This design comes from an exercise in tuning for small area, a short achievable clock period and few clock cycles on the open sky130 flow, not from production work. At most, simulation tests tie the RTL to the original design; equivalence was not proved. No functional check of the RTL was part of run 1. The flow treats the clock pin as an ideal source. Dropping or thinning the clock tree relies on that and would not hold on a real chip. Power and IR drop assume default switching activity.

==> design.v <==
module brm_matcher #(
    parameter M_MAX    = 32,
    parameter K_MAX    = 7,
    parameter BUF_BITS = 1024
) (
    input  wire        clk,
    input  wire        rst,           
    input  wire        cmd_valid,
    output wire        cmd_ready,
    input  wire        cmd_op,        
    input  wire [31:0] cmd_pat,       
    input  wire [6:0]  cmd_m,         
    input  wire [4:0]  cmd_k,         
    input  wire        cmd_so,        
    input  wire        cmd_ins,       
    input  wire        cmd_c,         
    output reg         res_valid,
    output wire [3:0]  res_err,       
    output wire [6:0]  res_level,     
    output wire [6:0]  res_min,       
    output reg         res_any        
);
    assign cmd_ready = 1'b1;
    reg        a_v, a_op;
    reg [31:0] a_pat;                 
    reg [5:0]  a_m;
    reg [2:0]  a_k;
    reg        a_ins;
    reg        a_badlen, a_badk;
    always @(posedge clk) begin
        a_v      <= cmd_valid & ~rst;
        a_op     <= cmd_op;
        a_pat    <= {cmd_pat[31:1], cmd_op ? cmd_c : cmd_pat[0]};
        a_m      <= cmd_m[5:0];
        a_k      <= cmd_k[2:0];
        a_ins    <= cmd_ins;
        a_badlen <= (cmd_m == 7'd0) || (cmd_m > 7'd32);
        a_badk   <= ({2'b00, cmd_k} >= cmd_m) || (cmd_k > 5'd7);
    end
    reg [31:0] pat;                   
    reg [3:0]  col [0:31];            
    reg [4:0]  idx;                   
    reg [2:0]  ak;
    reg        ains;
    reg        mv;
    reg [10:0] pos;
    wire a_c     = a_pat[0];
    wire b_e1    = a_op ? ~mv : a_badlen;        
    wire b_e2    = a_op ? pos[10] : a_badk;      
    wire init_ok = a_v & ~a_op & ~a_badlen & ~a_badk;
    wire step_ok = a_v & a_op & mv & ~pos[10];
    wire [31:0] bc = a_c ? pat : ~pat;
    reg [31:0] row [0:7];
    integer i, j;
    always @(*) begin
        for (j = 0; j < 32; j = j + 1)
            for (i = 0; i < 8; i = i + 1)
                row[i][j] = (col[j] <= i);
    end
    reg [31:0] nrow [0:7];
    always @(*) begin
        nrow[0] = {row[0][30:0], 1'b1} & bc;
        for (i = 1; i < 8; i = i + 1)
            nrow[i] = ({row[i][30:0], 1'b1} & bc) | row[i-1]
                    | ({32{ains}} & {row[i-1][30:0] | nrow[i-1][30:0], 1'b1});
    end
    reg [3:0] ncol [0:31];
    reg [7:0] tc;
    always @(*) begin
        for (j = 0; j < 32; j = j + 1) begin
            for (i = 0; i < 8; i = i + 1)
                tc[i] = nrow[i][j];
            ncol[j] = {~tc[7], ~tc[3] & tc[7], (~tc[1] & tc[3]) | (~tc[5] & tc[7]),
                       (~tc[0] & tc[1]) | (~tc[2] & tc[3]) | (~tc[4] & tc[5]) | (~tc[6] & tc[7])};
        end
    end
    integer r;
    always @(posedge clk) begin
        if (init_ok) begin
            pat  <= a_pat;
            idx  <= a_m[4:0] - 5'd1;
            ak   <= a_k;
            ains <= a_ins;
            pos  <= 11'd0;
            for (r = 0; r < 32; r = r + 1)
                col[r] <= (r < 7) ? r + 1 : 8;       
        end else if (step_ok) begin
            pos <= pos + 11'd1;
            for (r = 0; r < 32; r = r + 1)
                col[r] <= ncol[r];
        end
        if (rst)
            mv <= 1'b0;
        else if (init_ok)
            mv <= 1'b1;
    end
    reg [5:0] lastlvl, minlvl;
    reg c_v, c_op, c_e1, c_e2;
    always @(posedge clk) begin
        c_v  <= a_v & ~rst;
        c_op <= a_op;
        c_e1 <= b_e1;
        c_e2 <= b_e2;
    end
    wire c_err  = c_e1 | c_e2;
    wire c_init = c_v & ~c_op & ~c_err;
    wire c_step = c_v &  c_op & ~c_err;
    reg        e_hi, e_mid, e_lo;     
    wire [5:0] am    = {1'b0, idx} + 6'd1;
    wire [3:0] ltop  = col[idx];
    wire       match = ltop <= {1'b0, ak};
    wire [2:0] pe    = ltop[2:0];
    wire       lt    = {3'b000, pe} < minlvl;
    always @(posedge clk) begin
        if (rst) begin
            res_valid <= 1'b0;
            lastlvl   <= 6'd0;
            minlvl    <= 6'd0;
            res_any   <= 1'b0;
        end else begin
            res_valid <= c_v;
            if (c_init) begin
                lastlvl <= am;
                minlvl  <= am;
                res_any <= 1'b0;
            end else if (c_step) begin
                lastlvl <= match ? {3'b000, pe} : am;
                if (match && lt) minlvl <= {3'b000, pe};
                if (match) res_any <= 1'b1;
            end
        end
        e_hi  <= c_op & c_err;
        e_mid <= ~c_op & c_err;
        e_lo  <= ~c_e1 & c_e2;
    end
    assign res_err   = {e_hi, e_mid, e_mid, e_lo};
    assign res_level = {1'b0, lastlvl};
    assign res_min   = {1'b0, minlvl};
endmodule
==> flow/run.sh <==
#!/bin/bash
set -euo pipefail
bash standard.sh SETUP_SLACK_MARGIN=8.5 finish > standard_make.log 2>&1
==> standard.sh <==
#!/bin/bash
# synth_recipe.tcl (not shown) runs the flow's synth.tcl, then flattens the netlist and writes it again
# the make line also repeats each setting of config.mk as NAME=value (left out here)
make -C /OpenROAD-flow-scripts/flow DESIGN_CONFIG=/design/flow/config.mk WORK_HOME=/design/flow/orfs CLKGATE_MAP_FILE= SYNTH_SCRIPT=/design/flow/synth_recipe.tcl "${@:-finish}"
==> config.mk <==
export PLATFORM = sky130hd
export DESIGN_NAME = brm_matcher
export DESIGN_NICKNAME = brm_matcher
export VERILOG_FILES = /design/flow/design.v
export SDC_FILE = /design/flow/constraint.sdc
export NUM_CORES = 4
export LEC_CHECK = 0
export CAP_MARGIN = 20
export CORE_MARGIN = 2
export CORE_UTILIZATION = 30
export SLEW_MARGIN = 20
==> constraint.sdc <==
create_clock -name core_clock -period 12.0 [get_ports {clk}]
set_input_delay 2.4000 -clock core_clock [delete_from_list [all_inputs] [get_ports {clk}]]
set_output_delay 2.4000 -clock core_clock [all_outputs]
set_load 0.01 [all_outputs]
==> results.toml, run 1 <==
[worst_hold_path]
worstHoldPathType = "reg2reg"
min-delay-start = "a_pat[19]"
min_path_cells = 0
min_to = "pat[19]"

[power_and_ir_drop]
power_frac_clock_pct = 35.2
switching_share_pct = 36.2
peakVddDrop_uv = 123
netSwitchingPower_mw = 1.01
pwr-share-comb_pct = 26.2
power.density_mw_per_mm2 = 136
power_leakage_nw = 7.14
total_power_mw = 2.78
pwr-share-seq_pct = 38.5
power.internal_mw = 1.77

[logic_synthesis]
synth_area_mm2 = 0.0176
synth_top_family_by_area = "compound AO/OA/AOI/OAI gates"
synth_ff_type = "dfxtp_1"
syn_area_per_cell_um2 = 7.55
async_flop_share_pct = 0
synthXorXnorAreaFrac_pct = 3.70
synth.area.mux_share_pct = 1.72
synth_compound_area_share_pct = 34.5
ys_seq_area_share_pct = 30.3
yosys.area_share.simple_pct = 22.5
synthAdderAreaFrac_pct = 1.28
ys.warnings.count = 5
syn_inst = 2338
ys_ff_latch = 247
synth_edf_count = 41
synth_cell_types = 91

[place]
dp.final_hpwl_um = 43600
place_congestion = 0.947
pre_cts_slack_ns = 6.77
dp_cells = 2976
postPlaceCellArea_mm2 = 0.0186
portBuffers = 67

[worst_setup_path]
worstPathMaxFanout = 20
critPathCaptureType = "flop"
critPathKind = "reg2reg"
rr_worst_depth = 18
r2r-start = "idx[0]"
r2r_slack_ns = 7.81
crit_arrival_ns = 4.67
crit_path_start_kind = "flop"
critical_path_required_ns = 12.48
r2r_end = "minlvl[1]"

[die]
die_width_um = 247
core_mm2 = 0.0579
die_h_um = 247
die_area_mm2 = 0.0608
initial_utilization_pct = 30.5
ios = 72
rows = 88

[global_routing]
overflow = 0
grt_max_degree = 187
grt_pass1_vias = 17721
gr-usage-all-layers_pct = 19.9
antenna_found_initial = 0
grt_pass1_wl_um = 99000

[sta]
fmax_ghz = 0.239
post-route-period-util_pct = 34.9
clock_skew_ns = 0.0503
hold_viol = 0
setup_viol = 0
layout_setup_ws_ns = 7.81
worstMarginPinSlew_ns = 1.04
drv_slew = 0
rsz0062_at_grt = "yes"
timing.hold.ws_ns = 0.402
setup_tns_ns = 0
relSlewSlack_pct = 30.9
period_needed_ns = 4.19

[cts]
cts_tree = "yes"
cts.clk_slew.worst_paths_ns = 0.06
cts_buffers = 30
htree_levels = 1
worstSkewPairLatency_ns = 0.62
clockRootBuffer = "clkbuf_16"
cts.sinks = 247
cts_max_path_buffers = 3

[cells_and_area]
area_growth_pct = 15.4
layout_commonest_cell = "nor2_1"
post-route-util_pct = 35.1
fin_cells = 3071
diodes = 0
register_area_mm2 = 0.00538
drive_above_1_share_pct = 11.2
final_cell_mix = "nor2_1 (233), a21oi_1 (205), dfxtp_1 (192)"
stdcell_area_mm2 = 0.0204
nFillCells = 6058
nets = 2351
multiInputGateArea_mm2 = 0.0116

[drt]
ant_nets = 0
wl_um = 62800
drc = 0
drt_iter0_markers = 2100
via_per_inst = 6.07
vias = 18633
wire_per_inst_um = 20.5
drt-pass1-iter-count = 9

[run_status]
status = "no timing/DRC/antenna violations"

[flow_run]
drv_cap = 0
cell usage after synthesis, drive strengths merged (39+ instances only):
cell | n | area, um2
xor2 | 40 | 373
a31oi | 55 | 344
a221oi | 46 | 415
buf | 42 | 270
dfxtp | 206 | 4120
nor3 | 68 | 340
nor2 | 235 | 882
a211oi | 39 | 298
edfxtp | 41 | 1230
nand3 | 91 | 455
a21oi | 206 | 1030
o21ai | 196 | 981
clkbuf | 166 | 623
inv | 42 | 158
a21o | 41 | 308
nand2 | 190 | 713
how the worst max path moves through the flow:
stage	to	from
6_report	minlvl[1]	idx[0]
5_1_grt	minlvl[1]	idx[0]
4_1_cts	minlvl[1]	idx[1]
3_5_place_dp	minlvl[1]	idx[0]
3_3_place_gp	minlvl[1]	idx[0]
2_1_floorplan	minlvl[1]	idx[3]
sequential cells by signal, summed over array words and instances (netlist names), 3 cells and up:
signal   cells
a_k          3
pos         11
lastlvl      6
a_m          5
ak           3
a_pat       32
idx          5
col        128
minlvl       6
pat         32
power groups by stage:
stage               logic [mW]  registers [mW]  clock network, mW
floorplan                0.606           0.957                  0
global placement         0.680            1.08                  0
detailed placement       0.682            1.08                  0
CTS                      0.703            1.06               1.00
global route             0.800            1.08               1.03
finish                   0.728            1.07              0.978
layout make-up:
cell class	instances	share of cell area [%]
clock buffer	39	4.47
sequential	247	26.4
inverter	43	0.824
timing repair buffer	119	5.86
clock inverter	17	0.861
tap	765	4.70
multi-input combinational	1841	56.9
worst max-delay path: stages (launching register included):
cell and delay (ns):
edfxtp_1 0.55, ha_4 0.24, buf_12 0.15, a222oi_1 0.44
nor2_1 0.15, a2111oi_4 0.26, o311ai_2 0.16, nor3_4 0.32
nor2_4 0.08, ha_4 0.22, nor2b_1 0.12, o21a_1 0.17
o21ai_2 0.19, nand2_2 0.08, a2111oi_4 0.22, buf_6 0.19
o211a_4 0.18, mux2i_2 0.21, a211oi_2 0.08
cell families after synthesis:
| kind of cell | Yosys count |
|---|---|
| other cells | 2 |
| xor+xnor | 72 |
| flops | 247 |
| compound gates | 901 |
| mux | 28 |
| buf+inv | 251 |
| fa+ha+maj | 18 |
| simple gates | 819 |
what timing repair did:
action / 4_1_cts / 5_1_grt
setup endpoints to repair: 89 / 50
gates resized for setup: 126 / 40
pin swaps: 19 / 18
buffers inserted: 30 / 9
hold buffers: 0 / 0
metal layers:
metal  track usage, %  part of all wire, %  vias to the layer above
met2             33.0                   47                      902
met1             26.7                   43                     8913
met4             6.66                  3.1                        0
met3             2.32                  7.0                      131
met5                0                    0                        -
li1                 -                    -                     8687
==> run 2: changes to the inputs <==
--- a/design.v
+++ b/design.v
@@ -39,7 +39,7 @@
     end
     reg [31:0] pat;                   
     reg [3:0]  col [0:31];            
-    reg [4:0]  idx;                   
+    reg [5:0]  am;
     reg [2:0]  ak;
     reg        ains;
     reg        mv;
@@ -78,7 +78,7 @@
     always @(posedge clk) begin
         if (init_ok) begin
             pat  <= a_pat;
-            idx  <= a_m[4:0] - 5'd1;
+            am   <= a_m;
             ak   <= a_k;
             ains <= a_ins;
             pos  <= 11'd0;
@@ -94,7 +94,6 @@
         else if (init_ok)
             mv <= 1'b1;
     end
-    reg [5:0] lastlvl, minlvl;
     reg c_v, c_op, c_e1, c_e2;
     always @(posedge clk) begin
         c_v  <= a_v & ~rst;
@@ -102,15 +101,30 @@
         c_e1 <= b_e1;
         c_e2 <= b_e2;
     end
-    wire c_err  = c_e1 | c_e2;
-    wire c_init = c_v & ~c_op & ~c_err;
-    wire c_step = c_v &  c_op & ~c_err;
-    reg        e_hi, e_mid, e_lo;     
-    wire [5:0] am    = {1'b0, idx} + 6'd1;
-    wire [3:0] ltop  = col[idx];
+    reg  [3:0] colr [0:31];
+    integer q;
+    always @(*) begin
+        for (q = 0; q < 32; q = q + 1)
+            colr[q] = col[(q + 31) % 32];
+    end
+    wire [3:0] ltop  = colr[am[4:0]];
     wire       match = ltop <= {1'b0, ak};
-    wire [2:0] pe    = ltop[2:0];
-    wire       lt    = {3'b000, pe} < minlvl;
+    reg       d_v, d_op, d_e1, d_e2;
+    reg       d_match;
+    reg [5:0] d_lvl;
+    always @(posedge clk) begin
+        d_v     <= c_v & ~rst;
+        d_op    <= c_op;
+        d_e1    <= c_e1;
+        d_e2    <= c_e2;
+        d_match <= match;
+        d_lvl   <= match ? {3'b000, ltop[2:0]} : am;
+    end
+    wire d_err  = d_e1 | d_e2;
+    wire d_init = d_v & ~d_op & ~d_err;
+    wire d_step = d_v &  d_op & ~d_err;
+    reg [5:0] lastlvl, minlvl;
+    reg       e_hi, e_mid, e_lo;      
     always @(posedge clk) begin
         if (rst) begin
             res_valid <= 1'b0;
@@ -118,20 +132,20 @@
             minlvl    <= 6'd0;
             res_any   <= 1'b0;
         end else begin
-            res_valid <= c_v;
-            if (c_init) begin
-                lastlvl <= am;
-                minlvl  <= am;
+            res_valid <= d_v;
+            if (d_init) begin
+                lastlvl <= d_lvl;
+                minlvl  <= d_lvl;
                 res_any <= 1'b0;
-            end else if (c_step) begin
-                lastlvl <= match ? {3'b000, pe} : am;
-                if (match && lt) minlvl <= {3'b000, pe};
-                if (match) res_any <= 1'b1;
+            end else if (d_step) begin
+                lastlvl <= d_lvl;
+                if (d_match && {3'b000, d_lvl[2:0]} < minlvl) minlvl <= d_lvl;
+                if (d_match) res_any <= 1'b1;
             end
         end
-        e_hi  <= c_op & c_err;
-        e_mid <= ~c_op & c_err;
-        e_lo  <= ~c_e1 & c_e2;
+        e_hi  <= d_op & d_err;
+        e_mid <= ~d_op & d_err;
+        e_lo  <= ~d_e1 & d_e2;
     end
     assign res_err   = {e_hi, e_mid, e_mid, e_lo};
     assign res_level = {1'b0, lastlvl};
==> flow/run.sh (replaced) <==
#!/bin/bash
# The standard ORFS layout (standard.sh) with these changes:
#  - synthesis maps the logic with flow/abc_map.script in place of ORFS's
#    abc_speed.script; the rest of synthesis, and so its registers, are
#    unchanged;
#  - clock tree synthesis runs without dummy loads, and flow/cts_collapse.tcl
#    then removes the tree's root buffer (the clock port drives the two
#    first-level buffers);
set -euo pipefail
rm -rf scripts_abc
cp -r "$FLOW_HOME/scripts" scripts_abc
cp flow/abc_map.script scripts_abc/abc_speed.script
sed -i 's|^log_cmd clock_tree_synthesis {\*}\$cts_args$|&\nsource '"$PWD"'/flow/cts_collapse.tcl|' scripts_abc/cts.tcl
grep -q cts_collapse.tcl scripts_abc/cts.tcl
bash standard.sh SCRIPTS_DIR="$PWD/scripts_abc" SETUP_SLACK_MARGIN=8.7 \
  CTS_ARGS="-sink_clustering_enable -repair_clock_nets -sink_clustering_size 20 -sink_clustering_max_diameter 150 -dont_use_dummy_load" \
  finish > standard_make.log 2>&1
==> flow/abc_map.script (new file) <==
&get -n
&st
&dc2
&synch2
&nf -p
&put
==> flow/cts_collapse.tcl (new file) <==
# Sourced by cts.tcl right after clock_tree_synthesis. Removes the clock
# tree's root buffer, so that the clock port drives the tree's first-level
# buffers (two of them) directly and every register's clock arrives through
# two buffers. The tree stays balanced; the port feeds two cell pins.
proc collapse_clock_root {} {
  set block [ord::get_db_block]
  set n 0
  foreach inst [$block getInsts] {
    if {[$inst getName] ne "clkbuf_0_clk"} { continue }
    set in_net [[$inst findITerm A] getNet]
    set out_net [[$inst findITerm X] getNet]
    set loads 0
    foreach it [$out_net getITerms] {
      if {[$it getInst] == $inst} { continue }
      incr loads
    }
    if {$loads > 4} { puts "collapse_clock_root: root drives $loads pins, kept"; return }
    foreach it [$out_net getITerms] {
      if {[$it getInst] == $inst} { continue }
      $it disconnect
      $it connect $in_net
    }
    odb::dbInst_destroy $inst
    odb::dbNet_destroy $out_net
    incr n
  }
  puts "collapse_clock_root: removed $n buffers"
}
collapse_clock_root
--- a/config.mk
+++ b/config.mk
@@ -7,5 +7,7 @@
 export LEC_CHECK = 0
 export CAP_MARGIN = 20
 export CORE_MARGIN = 2
-export CORE_UTILIZATION = 30
+export CORE_UTILIZATION = 55
+export CTS_CLUSTER_DIAMETER = 150
+export CTS_CLUSTER_SIZE = 20
 export SLEW_MARGIN = 20
==> results.toml, run 2 <==
[drt]
via_per_inst = 6.99
ant_nets = 0
wl_um = 56000
wire_per_inst_um = 21.8
drc = 0
drt_iter0_markers = 2519
drt-pass1-iter-count = 6
vias = 17924

[logic_synthesis]
ys_ff_latch = 260
ys_seq_area_share_pct = 35.0
yosysTopAreaCell = "dfxtp_1"
syn_area_per_cell_um2 = 7.82
synth_cell_types = 65
async_flop_share_pct = 0
ys.warnings.count = 6
synth_edf_count = 42
syn_inst = 2057
synth_area_mm2 = 0.0161
synth_ff_type = "dfxtp_1"
yosys-top-cells-area = "dfxtp_1 (27%), o21ai_0 (7.9%), edfxtp_1 (7.8%)"
synth_top_area_share_pct = 27.1
synthTopCellsByCount = "nor2_1 (264), o21ai_0 (254), a21oi_1 (240), dfxtp_1 (218), nand2_1 (152)"
synth.most_common_cell = "nor2_1"

[worst_setup_path]
crit_path_start_kind = "flop"
r2r_end = "col[21][3]"
crit_start = "ains"
r2r_slack_ns = 8.73
critPathCaptureType = "flop"
r2r-start = "ains"
critical_path_required_ns = 12.26
max_stage_delay_ns = 0.54
rr_worst_depth = 9
crit_slowest_cell = "edfxtp_1"
worstPathMaxFanout = 69
path_cells = "buf_8 > buf_12 > buf_6 > o31ai_1 > and4_1 > o21ai_0 > o31a_1 > nor3_1 > a211o_1"
endpoint = "col[21][3]"
critPathKind = "reg2reg"
crit_arrival_ns = 3.54

[cells_and_area]
final_cell_mix = "nor2_1 (244), o21ai_0 (244), a21oi_1 (236)"
regMostFlops = "col"
largest_reg_flops = 128
nets = 2245
fin_cells = 2565
drive_above_1_share_pct = 8.25
area_growth_pct = 14.3
stdcell_area_mm2 = 0.0184
top_regs = "col x128, a_pat x32, pat x32"
diodes = 0
nFillCells = 2584

[power_and_ir_drop]
peakVddDrop_uv = 144
power_leakage_nw = 6.43
power.density_mw_per_mm2 = 125

[die]
die_h_um = 175
rows = 62
die_width_um = 175
die_area_mm2 = 0.0306
initial_utilization_pct = 55.9
core_mm2 = 0.0288
ios = 72

[cts]
cts.sinks = 260
postCtsHoldBufs = 0
worstSkewPairLatency_ns = 0.37
cts.clk_slew.worst_paths_ns = 0.08

[place]
dp.final_hpwl_um = 39700
postPlaceCellArea_mm2 = 0.0174
place_congestion = 1.01
pre_cts_slack_ns = 7.74
portBuffers = 67
dp_cells = 2514

[sta]
rsz0062_at_grt = "yes"
period_needed_ns = 3.27
drv_slew = 0
clock_skew_ns = 0.0187
hold_viol = 0
relSlewSlack_pct = 28.7
fmax_ghz = 0.305
post-route-period-util_pct = 27.3
setup_tns_ns = 0
setup_viol = 0
layout_setup_ws_ns = 8.73
worstMarginPinSlew_ns = 1.07

[global_routing]
gr-usage-all-layers_pct = 35.0
antenna_found_initial = 1
overflow = 0
grt_pass1_vias = 16448
grt_pass1_wl_um = 88300
grt_max_degree = 87

[run_status]
status = "no timing/DRC/antenna violations"

[worst_hold_path]
worstHoldPathType = "reg2reg"

[flow_run]
drv_cap = 0
run 2: how the worst min path moves through the flow:
stage,end,from,cells past startpoint
2_1_floorplan,d_e1,c_e1,0
3_3_place_gp,d_op,c_op,0
3_5_place_dp,d_e1,c_e1,0
4_1_cts,d_e1,c_e1,0
5_1_grt,d_op,c_op,0
6_report,d_e1,c_e1,0
run 2: timing repair:
action                     4_1_cts  5_1_grt
gates resized for setup        165       47
buffers inserted                18       18
pin swaps                        6       15
hold endpoints to repair         0        0
setup endpoints to repair      109       65
run 2: metrics by stage:
step	total power, mW	util, %	hold slack [ns]
floorplan	1.55	-	0.310
global placement	1.75	60.3	0.313
detailed placement	1.76	60.3	0.316
CTS	2.26	62.8	0.335
global route	2.42	63.9	0.347
finish	2.30	63.9	0.332
run 2: final cells by class:
| cell class | instances | area [um2] | share of cell area, % |
|---|---|---|---|
| well taps | 384 | 480 | 2.61 |
| flip-flops and latches | 260 | 5650 | 30.7 |
| multi-input cells | 1767 | 10800 | 58.6 |
| repair buffers | 115 | 1000 | 5.44 |
| inverters | 24 | 108 | 0.585 |
| clock buffers | 15 | 375 | 2.04 |
run 2: critical path, delay by kind of cell (launching register included):
family	cells	cell delay, ns
compound gates	4	1.19
flops	1	0.54
simple gates	2	0.27
buf+inv	3	1.07
run 2: logic make-up (layout without fill, tap and decap cells):
logic type	after synthesis	after routing	synth area share, %
DFF	260	260	35.0
buffers and inverters	31	154	0.886
adders and majority gates	11	11	0.855
AOI/OAI and AO/OA	920	920	36.1
muxes	11	11	0.723
and+or+nand+nor	758	758	22.9
xor gates and xnor gates	64	64	3.48
other	2	3	0.0467
run 2: per-layer routing:
metal | routed length, um | track usage (%)
met5 | 0 | 0
met4 | 1750 | 11.1
met3 | 5440 | 5.83
met2 | 25300 | 57.1
met1 | 23400 | 47.6
run 2: power by group:
| part | switching, mW | internal [mW] |
|---|---|---|
| Sequential | 0.155 | 0.951 |
| Clock | 0.281 | 0.224 |
| Combinational | 0.428 | 0.256 |
| Total | 0.865 | 1.43 |
Testbench counts of run 2, summed over its fixed seeds: cycles 16,822.
==> run 3: changes to the inputs <==
--- a/flow/run.sh
+++ b/flow/run.sh
@@ -3,6 +3,8 @@
 #  - synthesis maps the logic with flow/abc_map.script in place of ORFS's
 #    abc_speed.script; the rest of synthesis, and so its registers, are
 #    unchanged;
+#  - every port still gets a buffer, but inputs get buf_1 and outputs buf_4
+#    (in place of the clkdlybuf4s50_1 that buffer_ports picks by default);
 #  - clock tree synthesis runs without dummy loads, and flow/cts_collapse.tcl
 #    then removes the tree's root buffer (the clock port drives the two
 #    first-level buffers);
@@ -12,6 +14,8 @@
 cp flow/abc_map.script scripts_abc/abc_speed.script
 sed -i 's|^log_cmd clock_tree_synthesis {\*}\$cts_args$|&\nsource '"$PWD"'/flow/cts_collapse.tcl|' scripts_abc/cts.tcl
 grep -q cts_collapse.tcl scripts_abc/cts.tcl
+sed -i 's|^    buffer_ports {\*}\[env_var_or_empty BUFFER_PORTS_ARGS\]$|    buffer_ports -inputs -buffer_cell sky130_fd_sc_hd__buf_1\n    buffer_ports -outputs -buffer_cell sky130_fd_sc_hd__buf_4|' scripts_abc/global_place.tcl
+grep -q "buffer_ports -outputs" scripts_abc/global_place.tcl
 bash standard.sh SCRIPTS_DIR="$PWD/scripts_abc" SETUP_SLACK_MARGIN=8.7 \
   CTS_ARGS="-sink_clustering_enable -repair_clock_nets -sink_clustering_size 20 -sink_clustering_max_diameter 150 -dont_use_dummy_load" \
   finish > standard_make.log 2>&1
==> results.toml, run 3 <==
[sta]
post-route-period-util_pct = 27.3
drv_slew = 0
clock_skew_ns = 0.0126
period_needed_ns = 3.28
setup_tns_ns = 0
rsz0062_at_grt = "yes"
relSlewSlack_pct = 38.3
setup_viol = 0
fmax_ghz = 0.305
worstMarginPinSlew_ns = 0.925
hold_viol = 0

[worst_setup_path]
critPathKind = "reg2reg"
critical_path_required_ns = 12.27
path_common_cell = "buf_4"
path_cells = "or2_4 > buf_4 > buf_4 > nor2_4 > a22oi_1 > nand4_1 > nor2_1 > a21oi_2 > ha_1 > nor2b_1 > o21a_1 > o21ai_1 > o21a_2 > mux2_4"
max_stage_delay_ns = 0.56
r2r_end = "d_lvl[2]"
worstPathMaxFanout = 5
r2r-start = "am[3]"
r2r_slack_ns = 8.72
crit_path_start_kind = "flop"
rr_worst_depth = 14
crit_slowest_cell = "edfxtp_1"
critPathCaptureType = "flop"
crit_arrival_ns = 3.55

[cts]
cts.clk_slew.worst_paths_ns = 0.08
cts.sinks = 260
worstSkewPairLatency_ns = 0.38

[logic_synthesis]
ys_seq_area_share_pct = 35.0
async_flop_share_pct = 0
ys_ff_latch = 260
synth_top_area_share_pct = 27.1
syn_area_per_cell_um2 = 7.82
synth_edf_count = 42
synth_area_mm2 = 0.0161
synth_ff_type = "dfxtp_1"
ys.warnings.count = 6
yosys-top-cells-area = "dfxtp_1 (27%), o21ai_0 (7.9%), edfxtp_1 (7.8%)"
synth.most_common_cell = "nor2_1"
synthTopCellsByCount = "nor2_1 (264), o21ai_0 (254), a21oi_1 (240), dfxtp_1 (218), nand2_1 (152)"
syn_inst = 2057
synth_cell_types = 65
yosysTopAreaCell = "dfxtp_1"

[drt]
drt_iter0_markers = 2371
drt-pass1-iter-count = 8
drc = 0
wire_per_inst_um = 21.9
vias = 17940
wl_um = 55900
ant_nets = 0
via_per_inst = 7.02

[cells_and_area]
register_area_mm2 = 0.00563
nFillCells = 2595
drive_above_1_share_pct = 7.65
top_regs = "col x128, a_pat x32, pat x32"
multiInputGateArea_mm2 = 0.0108
regMostFlops = "col"
largest_reg_flops = 128
stdcell_area_mm2 = 0.0181
diodes = 0
layout_commonest_cell = "o21ai_0"
final_cell_mix = "o21ai_0 (245), nor2_1 (239), a21oi_1 (236)"
nets = 2235
area_growth_pct = 12.5

[power_and_ir_drop]
total_power_mw = 2.29
power.density_mw_per_mm2 = 127
peakVddDrop_uv = 146
power_leakage_nw = 6.23

[global_routing]
grt_max_degree = 150
grt_pass1_wl_um = 88400
grt_pass1_vias = 16563
overflow = 0
gr-usage-all-layers_pct = 35.1
antenna_found_initial = 0

[worst_hold_path]
min-delay-start = "c_op"
worstHoldPathType = "reg2reg"
min_path_cells = 0
min_to = "d_op"

[place]
place_congestion = 1.01
dp.final_hpwl_um = 39300
postPlaceCellArea_mm2 = 0.0170
portBuffers = 67

[die]
core_mm2 = 0.0288
die_width_um = 175
die_area_mm2 = 0.0306
rows = 62
initial_utilization_pct = 55.9
ios = 72
die_h_um = 175

[flow_run]
drv_cap = 0

[run_status]
status = "no timing/DRC/antenna violations"
run 3: metrics by stage:
step                      setup slack, ns  cells  hold slack [ns]  utilization [%]
after floorplan                      5.86   2058            0.310                -
after global placement               7.78   2512            0.313             59.1
after detailed placement             7.75   2512            0.319             59.1
after CTS                            8.70   2546            0.337             61.6
after global routing                 8.66   2555            0.347             62.9
final                                8.72   2555            0.335             62.9
run 3: worst max-delay path by stage:
stage | cells past startpoint | to | from | slack (ns)
4_1_cts | 13 | d_lvl[2] | am[1] | 8.70
6_report | 14 | d_lvl[2] | am[3] | 8.72
2_1_floorplan | 7 | col[30][0] | ains | 5.86
5_1_grt | 8 | a_badk | cmd_m[2] | 8.66
3_3_place_gp | 9 | col[12][1] | a_pat[0] | 7.78
3_5_place_dp | 9 | col[12][1] | a_pat[0] | 7.75
run 3: cell families after synthesis:
| family | count (synthesis) | share of synthesized area, % |
|---|---|---|
| simple gates | 758 | 22.9 |
| buf+inv | 31 | 0.886 |
| other cells | 2 | 0.0467 |
| flops | 260 | 35.0 |
| xor+xnor | 64 | 3.48 |
| fa+ha+maj | 11 | 0.855 |
| mux | 11 | 0.723 |
| compound gates | 920 | 36.1 |
run 3: per-layer routing:
metal | GRT usage, % | vias to the layer above | routed length, um
li1 | - | 8249 | -
met1 | 47.0 | 8490 | 23300
met2 | 57.9 | 1047 | 25500
met3 | 5.70 | 154 | 5180
met4 | 11.6 | 0 | 1850
met5 | 0 | - | 0
run 3: timing repair:
action | in CTS | in global routing
setup endpoints to repair | 68 | 49
resized for setup | 45 | 66
pin swaps | 2 | 11
hold buffers | 0 | 0
setup buffers | 19 | 9
run 3: critical path, delay by kind of cell, from the launching register on:
kind,cells,cell delay (ns)
AO/OA/AOI/OAI,5,0.80
multiplexers,1,0.30
flip-flops,1,0.56
adder cells (fa/ha/maj),1,0.27
buffers and inverters,2,0.31
AND/OR/NAND/NOR,5,0.93
run 3: cell type report:
| class | count | area share, % |
|---|---|---|
| multi-input combinational | 1767 | 59.8 |
| timing repair buffer | 105 | 3.80 |
| sequential | 260 | 31.1 |
| tap | 384 | 2.65 |
| clock buffer | 15 | 2.07 |
| inverter | 24 | 0.581 |
run 3: report_power, final:
group	internal, mW	switching [mW]	leakage (nW)
Sequential	0.951	0.155	2.18
Clock	0.224	0.284	0.185
Combinational	0.248	0.428	3.86
Total	1.42	0.867	6.23
==> run 4: changes to the inputs <==
--- a/flow/run.sh
+++ b/flow/run.sh
@@ -16,6 +16,6 @@
 grep -q cts_collapse.tcl scripts_abc/cts.tcl
 sed -i 's|^    buffer_ports {\*}\[env_var_or_empty BUFFER_PORTS_ARGS\]$|    buffer_ports -inputs -buffer_cell sky130_fd_sc_hd__buf_1\n    buffer_ports -outputs -buffer_cell sky130_fd_sc_hd__buf_4|' scripts_abc/global_place.tcl
 grep -q "buffer_ports -outputs" scripts_abc/global_place.tcl
-bash standard.sh SCRIPTS_DIR="$PWD/scripts_abc" SETUP_SLACK_MARGIN=8.7 \
+bash standard.sh SCRIPTS_DIR="$PWD/scripts_abc" SETUP_SLACK_MARGIN=8.8 \
   CTS_ARGS="-sink_clustering_enable -repair_clock_nets -sink_clustering_size 20 -sink_clustering_max_diameter 150 -dont_use_dummy_load" \
   finish > standard_make.log 2>&1
==> results.toml, run 4 <==
[run_status]
status = "no timing/DRC/antenna violations"

[global_routing]
gr-usage-all-layers_pct = 34.6
grt_max_degree = 122
use_met1_pct = 47.6
grt_pass1_vias = 16412
overflow = 0
grt.busiest_layer = "met2"
antenna_found_initial = 1
grt_pass1_wl_um = 87500
use_met2_pct = 55.2
use_met3_pct = 5.66

[worst_setup_path]
r2r_slack_ns = 8.78
critical_path_required_ns = 12.26
crit_arrival_ns = 3.48
r2r-start = "am[2]"
r2r_end = "d_lvl[1]"
crit_path_start_kind = "flop"
worstPathMaxFanout = 8
rr_worst_depth = 14
critPathKind = "reg2reg"
critPathCaptureType = "flop"

[logic_synthesis]
synth_ff_type = "dfxtp_1"
ys_seq_area_share_pct = 35.0
synth_edf_count = 42
synth_cell_types = 65
syn_area_per_cell_um2 = 7.82
ys.warnings.count = 6
synthTopCellsByCount = "nor2_1 (264), o21ai_0 (254), a21oi_1 (240), dfxtp_1 (218), nand2_1 (152)"
syn_inst = 2057
yosys-top-cells-area = "dfxtp_1 (27%), o21ai_0 (7.9%), edfxtp_1 (7.8%)"
yosysTopAreaCell = "dfxtp_1"
synth_area_mm2 = 0.0161
synth.most_common_cell = "nor2_1"
synth_top_area_share_pct = 27.1
async_flop_share_pct = 0
ys_ff_latch = 260

[cells_and_area]
regMostFlops = "col"
nets = 2245
fin_cells = 2565
area_growth_pct = 14.2
diodes = 0
layout_commonest_cell = "o21ai_0"
top_regs = "col x128, a_pat x32, pat x32"
nFillCells = 2585
final_cell_mix = "o21ai_0 (245), nor2_1 (243), a21oi_1 (236)"
stdcell_area_mm2 = 0.0184
drive_above_1_share_pct = 8.71
largest_reg_flops = 128

[power_and_ir_drop]
power.density_mw_per_mm2 = 125
power_leakage_nw = 6.34
peakVddDrop_uv = 130

[sta]
fmax_ghz = 0.311
relSlewSlack_pct = 32.0
rsz0062_at_grt = "yes"
setup_viol = 0
drv_slew = 0
hold_viol = 0
post-route-period-util_pct = 26.8
setup_tns_ns = 0
period_needed_ns = 3.22
worstMarginPinSlew_ns = 1.02
clock_skew_ns = 0.0151

[place]
place_congestion = 1.01
postPlaceCellArea_mm2 = 0.0170
dp.final_hpwl_um = 38500
portBuffers = 67
dp_cells = 2511

[worst_hold_path]
min_path_cells = 0
min-delay-start = "c_e1"
min_to = "d_e1"
worstHoldPathType = "reg2reg"

[die]
core_mm2 = 0.0288
die_width_um = 175
initial_utilization_pct = 55.9
rows = 62
die_area_mm2 = 0.0306
die_h_um = 175
ios = 72

[cts]
cts.clk_slew.worst_paths_ns = 0.08
cts.sinks = 260
worstSkewPairLatency_ns = 0.38

[drt]
wl_um = 55300
ant_nets = 0
wire_per_inst_um = 21.6
via_per_inst = 6.95
drc = 0
vias = 17835
drt-pass1-iter-count = 8
drt_iter0_markers = 2502

[flow_run]
drv_cap = 0
## run 4: worst max path at each step
stage | end | from
finish | d_lvl[1] | am[2]
detailed placement | col[12][1] | a_pat[0]
global placement | col[12][1] | a_pat[0]
CTS | d_lvl[2] | am[2]
floorplan | col[30][0] | ains
global route | a_badk | cmd_m[1]
## run 4: final cells by class
type	instances	area [um2]	share of cell area [%]
timing repair buffer	115	882	4.80
clock buffer	15	375	2.04
tap	384	480	2.61
inverter	24	108	0.585
multi-input combinational	1767	10900	59.2
sequential	260	5650	30.7
## run 4: through the flow
| step | setup WS, ns | power [mW] | util, % | hold WS (ns) |
|---|---|---|---|---|
| after floorplan | 5.86 | 1.55 | - | 0.310 |
| final | 8.78 | 2.30 | 63.9 | 0.330 |
| after global routing | 8.67 | 2.42 | 63.9 | 0.338 |
| after detailed placement | 7.70 | 1.75 | 59.1 | 0.314 |
| after CTS | 8.74 | 2.27 | 62.2 | 0.332 |
| after global placement | 7.75 | 1.74 | 59.1 | 0.310 |
## run 4: worst max-delay path, stage by stage, from the launching register on
cell	delay, ns
edfxtp_1	0.52
buf_4	0.21
nand2_4	0.16
nor3_2	0.11
a22o_1	0.25
a221oi_2	0.28
nand3_1	0.16
nor2_2	0.22
o2bb2ai_1	0.19
ha_1	0.19
nor2b_1	0.04
o21a_1	0.16
o21ai_1	0.11
o21a_2	0.21
mux2_4	0.31
## run 4: logic make-up after synthesis
group / Yosys count / synth area share (%)
AOI/OAI and AO/OA: 920 / 36.1
xor gates and xnor gates: 64 / 3.48
buffers and inverters: 31 / 0.886
adders and majority gates: 11 / 0.855
other: 2 / 0.0467
and+or+nand+nor: 758 / 22.9
DFF: 260 / 35.0
muxes: 11 / 0.723
## run 4: what timing repair did
| action | in CTS | in global routing |
|---|---|---|
| pin swaps | 9 | 12 |
| buffers inserted | 26 | 12 |
| setup endpoints to repair | 95 | 96 |
| resized for setup | 86 | 66 |
| cloned | 0 | 1 |
| hold buffers | 0 | 0 |
## run 4: layer usage
layer  vias to the layer above  wire (um)
met4                         0       1900
met3                       149       5470
met1                      8376      23100
met5                         -          0
met2                      1047      24900
li1                       8263          -
## run 4: power by group
group	internal, mW	leakage, nW	switching, mW	total [mW]
logic	0.253	3.97	0.432	0.685
clock network	0.224	0.185	0.284	0.508
registers	0.951	2.19	0.154	1.11
==> run 5: changes to the inputs <==
--- a/config.mk
+++ b/config.mk
@@ -7,7 +7,7 @@
 export LEC_CHECK = 0
 export CAP_MARGIN = 20
 export CORE_MARGIN = 2
-export CORE_UTILIZATION = 55
+export CORE_UTILIZATION = 65
 export CTS_CLUSTER_DIAMETER = 150
 export CTS_CLUSTER_SIZE = 20
 export SLEW_MARGIN = 20
==> results.toml, run 5 <==
[cts]
worstSkewPairLatency_ns = 0.39
postCtsHoldBufs = 0
cts.sinks = 260
cts.clk_slew.worst_paths_ns = 0.08

[sta]
setup_viol = 0
worstMarginPinSlew_ns = 1.07
period_needed_ns = 3.26
setup_tns_ns = 0
drv_slew = 0
layout_setup_ws_ns = 8.74
post-route-period-util_pct = 27.1
clock_skew_ns = 0.0250
relSlewSlack_pct = 28.4
fmax_ghz = 0.307
hold_viol = 0
rsz0062_at_grt = "yes"

[cells_and_area]
largest_reg_flops = 128
layout_commonest_cell = "o21ai_0"
nFillCells = 1882
top_regs = "col x128, a_pat x32, pat x32"
multiInputGateArea_mm2 = 0.0108
regMostFlops = "col"
area_growth_pct = 13.2
stdcell_area_mm2 = 0.0182
drive_above_1_share_pct = 8.90
register_area_mm2 = 0.00565
fin_cells = 2504
diodes = 0
post-route-util_pct = 74.9
final_cell_mix = "o21ai_0 (244), nor2_1 (240), a21oi_1 (237)"
nets = 2244

[worst_setup_path]
crit_buf_inv = 3
path_cells = "buf_6 > nand2_1 > nor3_2 > buf_4 > buf_4 > a221oi_1 > nand3_1 > nor2_2 > o2bb2ai_2 > ha_2 > nor2b_1 > o21a_1 > o21ai_2 > o21a_4 > mux2_4"
critical_path_required_ns = 12.26
critPathKind = "reg2reg"
worstPathMaxFanout = 7
crit_arrival_ns = 3.52
path_common_cell = "buf_4"
cpLargestDelayFamily = "compound AO/OA/AOI/OAI gates"
max_stage_delay_ns = 0.50
crit_path_start_kind = "flop"
rr_worst_depth = 15
r2r_end = "d_lvl[2]"
critPathCaptureType = "flop"
crit_slowest_cell = "edfxtp_1"
r2r_slack_ns = 8.74
r2r-start = "am[0]"

[logic_synthesis]
synth_area_mm2 = 0.0161
synth_edf_count = 42
yosysTopAreaCell = "dfxtp_1"
synth_ff_type = "dfxtp_1"
syn_inst = 2057
ys_seq_area_share_pct = 35.0
ys.warnings.count = 6
yosys-top-cells-area = "dfxtp_1 (27%), o21ai_0 (7.9%), edfxtp_1 (7.8%)"
syn_area_per_cell_um2 = 7.82
synth.most_common_cell = "nor2_1"
synth_top_area_share_pct = 27.1
synth_cell_types = 65
async_flop_share_pct = 0
ys_ff_latch = 260
synthTopCellsByCount = "nor2_1 (264), o21ai_0 (254), a21oi_1 (240), dfxtp_1 (218), nand2_1 (152)"

[drt]
wl_um = 56500
wire_per_inst_um = 22.6
ant_nets = 0
drt_iter0_markers = 3089
drc = 0
via_per_inst = 7.39
vias = 18500
drt-pass1-iter-count = 6

[power_and_ir_drop]
power.internal_mw = 1.43
peakVddDrop_uv = 144
switching_share_pct = 38.0
netSwitchingPower_uw = 872
power_leakage_nw = 6.32
pwr-share-comb_pct = 29.8
power_frac_clock_pct = 22.2
power.density_mw_per_mm2 = 126
pwr-share-seq_pct = 48.1

[die]
die_h_um = 161
die_area_mm2 = 0.0260
die_width_um = 161
initial_utilization_pct = 66.2
core_mm2 = 0.0243
rows = 57
ios = 72

[worst_hold_path]
min-delay-start = "c_op"
min_path_cells = 0
worstHoldPathType = "reg2reg"
min_to = "d_op"

[place]
postPlaceCellArea_mm2 = 0.0169
place_congestion = 1.00
pre_cts_slack_ns = 7.81
dp_cells = 2451
dp.final_hpwl_um = 37400
portBuffers = 67

[global_routing]
gr-usage-all-layers_pct = 40.8
grt_pass1_vias = 16913
grt_pass1_wl_um = 87800
antenna_found_initial = 2
overflow = 0
grt_max_degree = 164

[flow_run]
drv_cap = 0

[run_status]
status = "no timing/DRC/antenna violations"
==> run 5: cell counts after synthesis <==
Identical to the previous run, type by type.
==> run 5: repair_timing <==
action,4_1_cts,5_1_grt
setup buffers,30,7
gates resized for setup,101,57
pin swaps,11,14
cloned,0,1
endpoints found under the setup margin,90,73
==> run 5: logic make-up (layout without fill, tap and decap cells) <==
kind of cell / after synthesis / after routing / synth area share, %
compound gates: 920 / 920 / 36.1
mux: 11 / 11 / 0.723
flops: 260 / 260 / 35.0
buf+inv: 31 / 153 / 0.886
other cells: 2 / 3 / 0.0467
fa+ha+maj: 11 / 11 / 0.855
simple gates: 758 / 758 / 22.9
xor+xnor: 64 / 64 / 3.48
==> run 5: how the worst max path moves through the flow <==
stage | start | cells past startpoint | slack [ns] | to
2_1_floorplan | ains | 7 | 5.86 | col[30][0]
3_3_place_gp | a_pat[0] | 9 | 7.81 | col[12][1]
3_5_place_dp | a_pat[0] | 9 | 7.81 | col[12][1]
4_1_cts | e_mid | 1 | 8.77 | res_err[2]
5_1_grt | am[2] | 15 | 8.68 | d_lvl[2]
6_report | am[0] | 15 | 8.74 | d_lvl[2]
==> run 5: area by class of cell <==
type | instances | area share [%]
Tap cell | 324 | 2.22
Clock buffer | 15 | 2.06
Sequential cell | 260 | 31.0
Multi-Input combinational cell | 1767 | 59.5
Timing Repair Buffer | 114 | 4.62
Inverter | 24 | 0.604
==> run 5: metal layers <==
| metal | share of wire, % | track usage, % | up-vias | routed length, um |
|---|---|---|---|---|
| li1 | - | - | 8270 | - |
| met1 | 39 | 54.0 | 8559 | 21900 |
| met2 | 45 | 65.3 | 1421 | 25300 |
| met3 | 12 | 7.76 | 250 | 6830 |
| met4 | 4.2 | 17.9 | 0 | 2370 |
| met5 | 0 | 0 | - | 0 |
==> run 5: stage by stage <==
stage          power [mW]  hold slack [ns]
2_1_floorplan        1.55            0.310
3_3_place_gp         1.72            0.311
3_5_place_dp         1.74            0.314
4_1_cts              2.24            0.333
5_1_grt              2.40            0.341
6_report             2.30            0.332
==> run 5: power by group through the flow <==
| stage | Clock [mW] | Combinational (mW) | Sequential [mW] |
|---|---|---|---|
| 2_1_floorplan | 0 | 0.491 | 1.06 |
| 3_3_place_gp | 0 | 0.608 | 1.11 |
| 3_5_place_dp | 0 | 0.625 | 1.11 |
| 4_1_cts | 0.509 | 0.645 | 1.09 |
| 5_1_grt | 0.537 | 0.753 | 1.11 |
| 6_report | 0.509 | 0.684 | 1.10 |
==> run 6: changes to the inputs <==
--- a/config.mk
+++ b/config.mk
@@ -7,7 +7,7 @@
 export LEC_CHECK = 0
 export CAP_MARGIN = 20
 export CORE_MARGIN = 2
-export CORE_UTILIZATION = 65
+export CORE_UTILIZATION = 45
 export CTS_CLUSTER_DIAMETER = 150
 export CTS_CLUSTER_SIZE = 20
 export SLEW_MARGIN = 20
==> results.toml, run 6 <==
[run_status]
status = "no timing/DRC/antenna violations"

[sta]
setup_tns_ns = 0
setup_viol = 0
timing.hold.ws_ns = 0.331
worstMarginPinSlew_ns = 0.895
relSlewSlack_pct = 39.8
hold_viol = 0
post-route-period-util_pct = 26.9
layout_setup_ws_ns = 8.77
rsz0062_at_grt = "yes"
drv_slew = 0
clock_skew_ns = 0.0159
period_needed_ns = 3.23
fmax_ghz = 0.310

[logic_synthesis]
synth_cell_types = 65
syn_area_per_cell_um2 = 7.82
syn_inst = 2057
synthTopCellsByCount = "nor2_1 (264), o21ai_0 (254), a21oi_1 (240), dfxtp_1 (218), nand2_1 (152)"
synth_ff_type = "dfxtp_1"
async_flop_share_pct = 0
ys_ff_latch = 260
synth_area_mm2 = 0.0161
yosys-top-cells-area = "dfxtp_1 (27%), o21ai_0 (7.9%), edfxtp_1 (7.8%)"
synth_top_area_share_pct = 27.1
ys_seq_area_share_pct = 35.0
yosysTopAreaCell = "dfxtp_1"
synth.most_common_cell = "nor2_1"
ys.warnings.count = 6
synth_edf_count = 42

[flow_run]
drv_cap = 0

[place]
portBuffers = 67
place_congestion = 0.960
dp.final_hpwl_um = 41200
pre_cts_slack_ns = 7.82

[cts]
cts.sinks = 260
postCtsHoldBufs = 0
cts.clk_slew.worst_paths_ns = 0.08
worstSkewPairLatency_ns = 0.38

[cells_and_area]
drive_above_1_share_pct = 9.22
largest_reg_flops = 128
nFillCells = 3478
top_regs = "col x128, a_pat x32, pat x32"
regMostFlops = "col"
final_cell_mix = "o21ai_0 (245), nor2_1 (240), a21oi_1 (238)"
area_growth_pct = 15.0
diodes = 0
layout_commonest_cell = "o21ai_0"
register_area_mm2 = 0.00565
multiInputGateArea_mm2 = 0.0110
nets = 2243

[drt]
wl_um = 58100
vias = 17557
drc = 0
wire_per_inst_um = 22.0
drt_iter0_markers = 2114
drt-pass1-iter-count = 7
ant_nets = 0
via_per_inst = 6.65

[global_routing]
grt_max_degree = 78
overflow = 0
grt_pass1_vias = 16159
grt_pass1_wl_um = 90200
gr-usage-all-layers_pct = 30.0
antenna_found_initial = 0

[die]
die_width_um = 193
core_mm2 = 0.0354
ios = 72
rows = 69
die_area_mm2 = 0.0373
die_h_um = 193
initial_utilization_pct = 45.5

[power_and_ir_drop]
pwr-share-seq_pct = 48.0
switching_share_pct = 38.2
pwr-share-comb_pct = 29.7
power_frac_clock_pct = 22.3
power.density_mw_per_mm2 = 125
netSwitchingPower_uw = 883
power.internal_mw = 1.43
peakVddDrop_uv = 123
power_leakage_nw = 6.33

[worst_setup_path]
critical_path_required_ns = 9.60
cpLargestDelayFamily = "flip-flops"
critPathCaptureType = "output pin"
crit_arrival_ns = 0.83
max_stage_delay_ns = 0.36
crit_path_start_kind = "flop"
crit_slowest_cell = "dfxtp_2"
path_cells = "buf_6"
crit_buf_inv = 1
worstPathMaxFanout = 2
critPathKind = "reg2out"

[worst_hold_path]
worstHoldPathType = "reg2reg"
run 6: cell counts after synthesis:
No cell type changed its count.
run 6: cells by family after synthesis:
family	count (synthesis)	synth area share, %
AO/OA/AOI/OAI	920	36.1
XOR/XNOR	64	3.48
adder cells (fa/ha/maj)	11	0.855
buffers and inverters	31	0.886
flip-flops	260	35.0
multiplexers	11	0.723
other	2	0.0467
AND/OR/NAND/NOR	758	22.9
run 6: final cells by class:
type	instances	share of cell area [%]
multi-input cells	1768	59.2
flip-flops and latches	260	30.6
repair buffers	112	4.51
well taps	461	3.12
clock buffers	15	2.03
inverters	24	0.588
run 6: metrics by stage:
| stage | util, % | instances | instance area (um2) | power, mW |
|---|---|---|---|---|
| floorplan | - | 2058 | 16200 | 1.55 |
| global placement | 48.3 | 2591 | 17100 | 1.75 |
| detailed placement | 48.3 | 2591 | 17100 | 1.75 |
| CTS | 50.9 | 2629 | 18000 | 2.28 |
| global route | 52.3 | 2640 | 18500 | 2.43 |
| finish | 52.3 | 2640 | 18500 | 2.31 |
run 6: worst paths after layout:
kind,cells after the start,from,slack (ns),endpoint
worst max register to register,13,am[2],8.81,d_lvl[2]
worst max-delay path,1,e_mid,8.77,res_err[1]
worst min register to register,0,c_e2,0.33,d_e2
worst min-delay path,0,c_e2,0.33,d_e2
run 6: routing by layer:
layer / GRT usage [%] / part of all wire [%] / vias up
met5: 0 / 0 / -
met4: 6.59 / 1.8 / 0
met3: 4.00 / 7.8 / 84
met2: 49.3 / 46 / 812
met1: 41.9 / 44 / 8415
li1: - / - / 8246
run 6: repair_timing:
item,4_1_cts,5_1_grt
gates resized for setup,105,63
setup endpoints to repair,113,92
setup buffers,22,10
gates cloned,1,1
pin swaps,8,17
run 6: power by group through the flow:
| stage | combinational, mW | sequential [mW] | clock [mW] |
|---|---|---|---|
| after floorplan | 0.491 | 1.06 | 0 |
| after global placement | 0.629 | 1.12 | 0 |
| after detailed placement | 0.633 | 1.12 | 0 |
| after CTS | 0.650 | 1.10 | 0.532 |
| after global routing | 0.762 | 1.12 | 0.555 |
| final | 0.687 | 1.11 | 0.516 |
==> run 7: changes to the inputs <==
--- a/design.v
+++ b/design.v
@@ -23,7 +23,7 @@
     assign cmd_ready = 1'b1;
     reg        a_v, a_op;
     reg [31:0] a_pat;                 
-    reg [5:0]  a_m;
+    reg [4:0]  a_m;                   
     reg [2:0]  a_k;
     reg        a_ins;
     reg        a_badlen, a_badk;
@@ -31,7 +31,7 @@
         a_v      <= cmd_valid & ~rst;
         a_op     <= cmd_op;
         a_pat    <= {cmd_pat[31:1], cmd_op ? cmd_c : cmd_pat[0]};
-        a_m      <= cmd_m[5:0];
+        a_m      <= cmd_m[4:0];
         a_k      <= cmd_k[2:0];
         a_ins    <= cmd_ins;
         a_badlen <= (cmd_m == 7'd0) || (cmd_m > 7'd32);
@@ -39,16 +39,17 @@
     end
     reg [31:0] pat;                   
     reg [3:0]  col [0:31];            
-    reg [5:0]  am;
+    reg [4:0]  am5;                   
     reg [2:0]  ak;
     reg        ains;
     reg        mv;
     reg [10:0] pos;
+    reg        full;
     wire a_c     = a_pat[0];
     wire b_e1    = a_op ? ~mv : a_badlen;        
-    wire b_e2    = a_op ? pos[10] : a_badk;      
+    wire b_e2    = a_op ? full : a_badk;         
     wire init_ok = a_v & ~a_op & ~a_badlen & ~a_badk;
-    wire step_ok = a_v & a_op & mv & ~pos[10];
+    wire step_ok = a_v & a_op & mv & ~full;
     wire [31:0] bc = a_c ? pat : ~pat;
     reg [31:0] row [0:7];
     integer i, j;
@@ -78,14 +79,16 @@
     always @(posedge clk) begin
         if (init_ok) begin
             pat  <= a_pat;
-            am   <= a_m;
+            am5  <= a_m;
             ak   <= a_k;
             ains <= a_ins;
-            pos  <= 11'd0;
+            pos  <= 11'd1;
+            full <= 1'b0;
             for (r = 0; r < 32; r = r + 1)
                 col[r] <= (r < 7) ? r + 1 : 8;       
         end else if (step_ok) begin
-            pos <= pos + 11'd1;
+            pos <= {pos[9:0], pos[10] ^ pos[8]};
+            if (pos == 11'h7e0) full <= 1'b1;
             for (r = 0; r < 32; r = r + 1)
                 col[r] <= ncol[r];
         end
@@ -107,7 +110,8 @@
         for (q = 0; q < 32; q = q + 1)
             colr[q] = col[(q + 31) % 32];
     end
-    wire [3:0] ltop  = colr[am[4:0]];
+    wire [5:0] am    = {am5 == 5'd0, am5};
+    wire [3:0] ltop  = colr[am5];
     wire       match = ltop <= {1'b0, ak};
     reg       d_v, d_op, d_e1, d_e2;
     reg       d_match;
--- a/flow/run.sh
+++ b/flow/run.sh
@@ -16,6 +16,6 @@
 grep -q cts_collapse.tcl scripts_abc/cts.tcl
 sed -i 's|^    buffer_ports {\*}\[env_var_or_empty BUFFER_PORTS_ARGS\]$|    buffer_ports -inputs -buffer_cell sky130_fd_sc_hd__buf_1\n    buffer_ports -outputs -buffer_cell sky130_fd_sc_hd__buf_4|' scripts_abc/global_place.tcl
 grep -q "buffer_ports -outputs" scripts_abc/global_place.tcl
-bash standard.sh SCRIPTS_DIR="$PWD/scripts_abc" SETUP_SLACK_MARGIN=8.8 \
+bash standard.sh SCRIPTS_DIR="$PWD/scripts_abc" SETUP_SLACK_MARGIN=8.7 \
   CTS_ARGS="-sink_clustering_enable -repair_clock_nets -sink_clustering_size 20 -sink_clustering_max_diameter 150 -dont_use_dummy_load" \
   finish > standard_make.log 2>&1
--- a/config.mk
+++ b/config.mk
@@ -7,7 +7,7 @@
 export LEC_CHECK = 0
 export CAP_MARGIN = 20
 export CORE_MARGIN = 2
-export CORE_UTILIZATION = 45
+export CORE_UTILIZATION = 55
 export CTS_CLUSTER_DIAMETER = 150
 export CTS_CLUSTER_SIZE = 20
 export SLEW_MARGIN = 20
==> results.toml, run 7 <==
[logic_synthesis]
synth_top_area_share_pct = 27.1
ys_ff_latch = 259
async_flop_share_pct = 0
synthTopCellsByCount = "o21ai_0 (256), nor2_1 (249), a21oi_1 (237), dfxtp_1 (218), nand2_1 (194)"
synth_ff_type = "dfxtp_1"
synth_cell_types = 64
syn_area_per_cell_um2 = 7.73
yosysTopAreaCell = "dfxtp_1"
ys.warnings.count = 6
syn_inst = 2080
synth_edf_count = 41
ys_seq_area_share_pct = 34.8
synth.most_common_cell = "o21ai_0"
synth_area_mm2 = 0.0161
yosys-top-cells-area = "dfxtp_1 (27%), o21ai_0 (8.0%), edfxtp_1 (7.7%)"

[worst_setup_path]
r2r-start = "am5[1]"
r2r_slack_ns = 8.68
r2r_end = "d_lvl[1]"
critPathCaptureType = "flop"
crit_start = "am5[1]"
critical_path_required_ns = 12.27
critPathKind = "reg2reg"
crit_arrival_ns = 3.59
crit_path_start_kind = "flop"
worstPathMaxFanout = 7
rr_worst_depth = 14

[worst_hold_path]
min-delay-start = "c_e1"
min_to = "d_e1"
min_path_cells = 0
worstHoldPathType = "reg2reg"

[sta]
timing.hold.ws_ns = 0.332
rsz0062_at_grt = "yes"
period_needed_ns = 3.32
post-route-period-util_pct = 27.7
worstMarginPinSlew_ns = 0.931
setup_viol = 0
hold_viol = 0
fmax_ghz = 0.301
setup_tns_ns = 0
clock_skew_ns = 0.0370
drv_slew = 0
relSlewSlack_pct = 38.0

[drt]
ant_nets = 0
wire_per_inst_um = 21.7
drt_iter0_markers = 2302
vias = 17941
drc = 0
drt-pass1-iter-count = 6
via_per_inst = 6.94
wl_um = 56100

[power_and_ir_drop]
peakVddDrop_uv = 121
power.density_mw_per_mm2 = 127
total_power_mw = 2.31
power_leakage_nw = 6.28

[global_routing]
overflow = 0
grt_max_degree = 160
antenna_found_initial = 0
grt_pass1_vias = 16639
gr-usage-all-layers_pct = 35.5
grt_pass1_wl_um = 89300

[cells_and_area]
layout_commonest_cell = "o21ai_0"
area_growth_pct = 13.1
nets = 2265
post-route-util_pct = 63.2
top_regs = "col x128, a_pat x32, pat x32"
drive_above_1_share_pct = 7.67
regMostFlops = "col"
final_cell_mix = "o21ai_0 (244), a21oi_1 (233), nor2_1 (226)"
nFillCells = 2612
largest_reg_flops = 128
diodes = 0

[die]
core_mm2 = 0.0288
ios = 72
die_h_um = 175
die_width_um = 175
die_area_mm2 = 0.0306
rows = 62
initial_utilization_pct = 55.9

[place]
dp.final_hpwl_um = 39100
portBuffers = 67
place_congestion = 0.985

[flow_run]
drv_cap = 0

[cts]
postCtsHoldBufs = 0
cts.sinks = 259
worstSkewPairLatency_ns = 0.40
cts.clk_slew.worst_paths_ns = 0.10

[run_status]
status = "no timing/DRC/antenna violations"
==> run 7: cell families after synthesis <==
logic type / count (synthesis) / synth area share, %
compound gates: 930 / 36.5
flops: 259 / 34.8
fa+ha+maj: 10 / 0.778
xor+xnor: 59 / 3.21
mux: 9 / 0.591
buf+inv: 35 / 0.980
other cells: 2 / 0.0467
simple gates: 776 / 23.1
==> run 7: layout make-up <==
class / instances / area, um2 / area share (%)
multi-input cells: 1787 / 10800 / 59.6
clock buffers: 15 / 375 / 2.06
repair buffers: 113 / 769 / 4.23
well taps: 384 / 480 / 2.64
flip-flops and latches: 259 / 5600 / 30.8
inverters: 28 / 123 / 0.674
==> run 7: what timing repair did <==
item | in CTS | in global routing
gates cloned | 0 | 0
setup endpoints to repair | 75 | 55
buffers inserted | 26 | 10
resized for setup | 67 | 49
pin swaps | 10 | 15
==> run 7: worst max-delay path by stage <==
stage	end	slack (ns)	cells after the start
2_1_floorplan	col[6][0]	5.91	7
3_3_place_gp	col[26][0]	7.89	9
3_5_place_dp	col[31][0]	7.80	9
4_1_cts	col[31][0]	8.67	8
5_1_grt	col[31][0]	8.56	9
6_report	d_lvl[1]	8.68	14
==> run 7: routing by layer <==
metal	routed length (um)	track usage [%]
met1	22800	47.4
met4	1820	13.9
met5	0	0
met2	25900	58.0
met3	5570	5.31
==> run 7: worst max-delay path, stage by stage (launching register included) <==
cell and delay (ns):
edfxtp_1 0.57, nand2_2 0.25, nor3_4 0.06, a22o_1 0.24, a221oi_2 0.20, nand3_1 0.13, or4_4 0.58, o21ai_4 0.11
ha_4 0.15, inv_2 0.03, a21o_1 0.17, a21oi_2 0.14, a31oi_2 0.06, nor2_2 0.19, mux2_4 0.31
==> run 7: report_power, final <==
part           total (mW)  switching, mW  internal, mW
Clock               0.515          0.290         0.224
Sequential           1.11          0.160         0.948
Combinational       0.691          0.437         0.253
Total                2.31          0.888          1.43
==> run 7: per-stage QoR <==
stage                     setup WS (ns)  cell area (um2)  cells
final                              8.68            18200   2586
after global routing               8.56            18200   2586
after CTS                          8.67            17900   2576
after detailed placement           7.80            17000   2535
after global placement             7.89            17000   2535
after floorplan                    5.91            16100   2081
Testbench counts of run 7, summed over its fixed seeds: cycles 16,822.

==> afterwards: timing with drivers on the ports <==
In the flow no input, the clock included, has a driving cell. The finished layouts below were timed again as built, in two steps. Step 1 sets driving cells, clkbuf_16 on the clock port and buf_2 on the other inputs (assumed; they add their load-dependent delay and slew). Step 2, shift: input delay + t, output delay - t, t = (earliest + latest rising clock arrival at the registers) / 2. This alone moves slack from input paths to output paths. Slacks: no drivers / after step 1 / after step 2; pairs: no drivers / after step 1.
run	shift t [ns]	slack for setup (ns)	latest minus earliest clock arrival (ns)	slew at the worst register clock pin (ns)	cell pins on the clock port's net
run 1	0.653	7.808 / 7.808 / 7.808	0.051 / 0.051	0.07 / 0.07	1
run 2	0.430	8.725 / 8.704 / 8.344	0.019 / 0.020	0.09 / 0.09	2
run 3	0.440	8.723 / 8.670 / 8.350	0.012 / 0.013	0.09 / 0.09	2
run 4	0.438	8.781 / 8.717 / 8.379	0.017 / 0.017	0.09 / 0.09	2
run 5	0.442	8.744 / 8.712 / 8.321	0.026 / 0.026	0.10 / 0.10	2
run 6	0.445	8.774 / 8.698 / 8.396	0.016 / 0.016	0.10 / 0.10	2
run 7	0.450	8.677 / 8.661 / 8.324	0.038 / 0.038	0.10 / 0.10	2
After both steps every run listed still meets setup and hold. For run 5, which loses most, drivers alone change the setup slack by -0.032 ns; drivers and shift together by -0.423 ns.
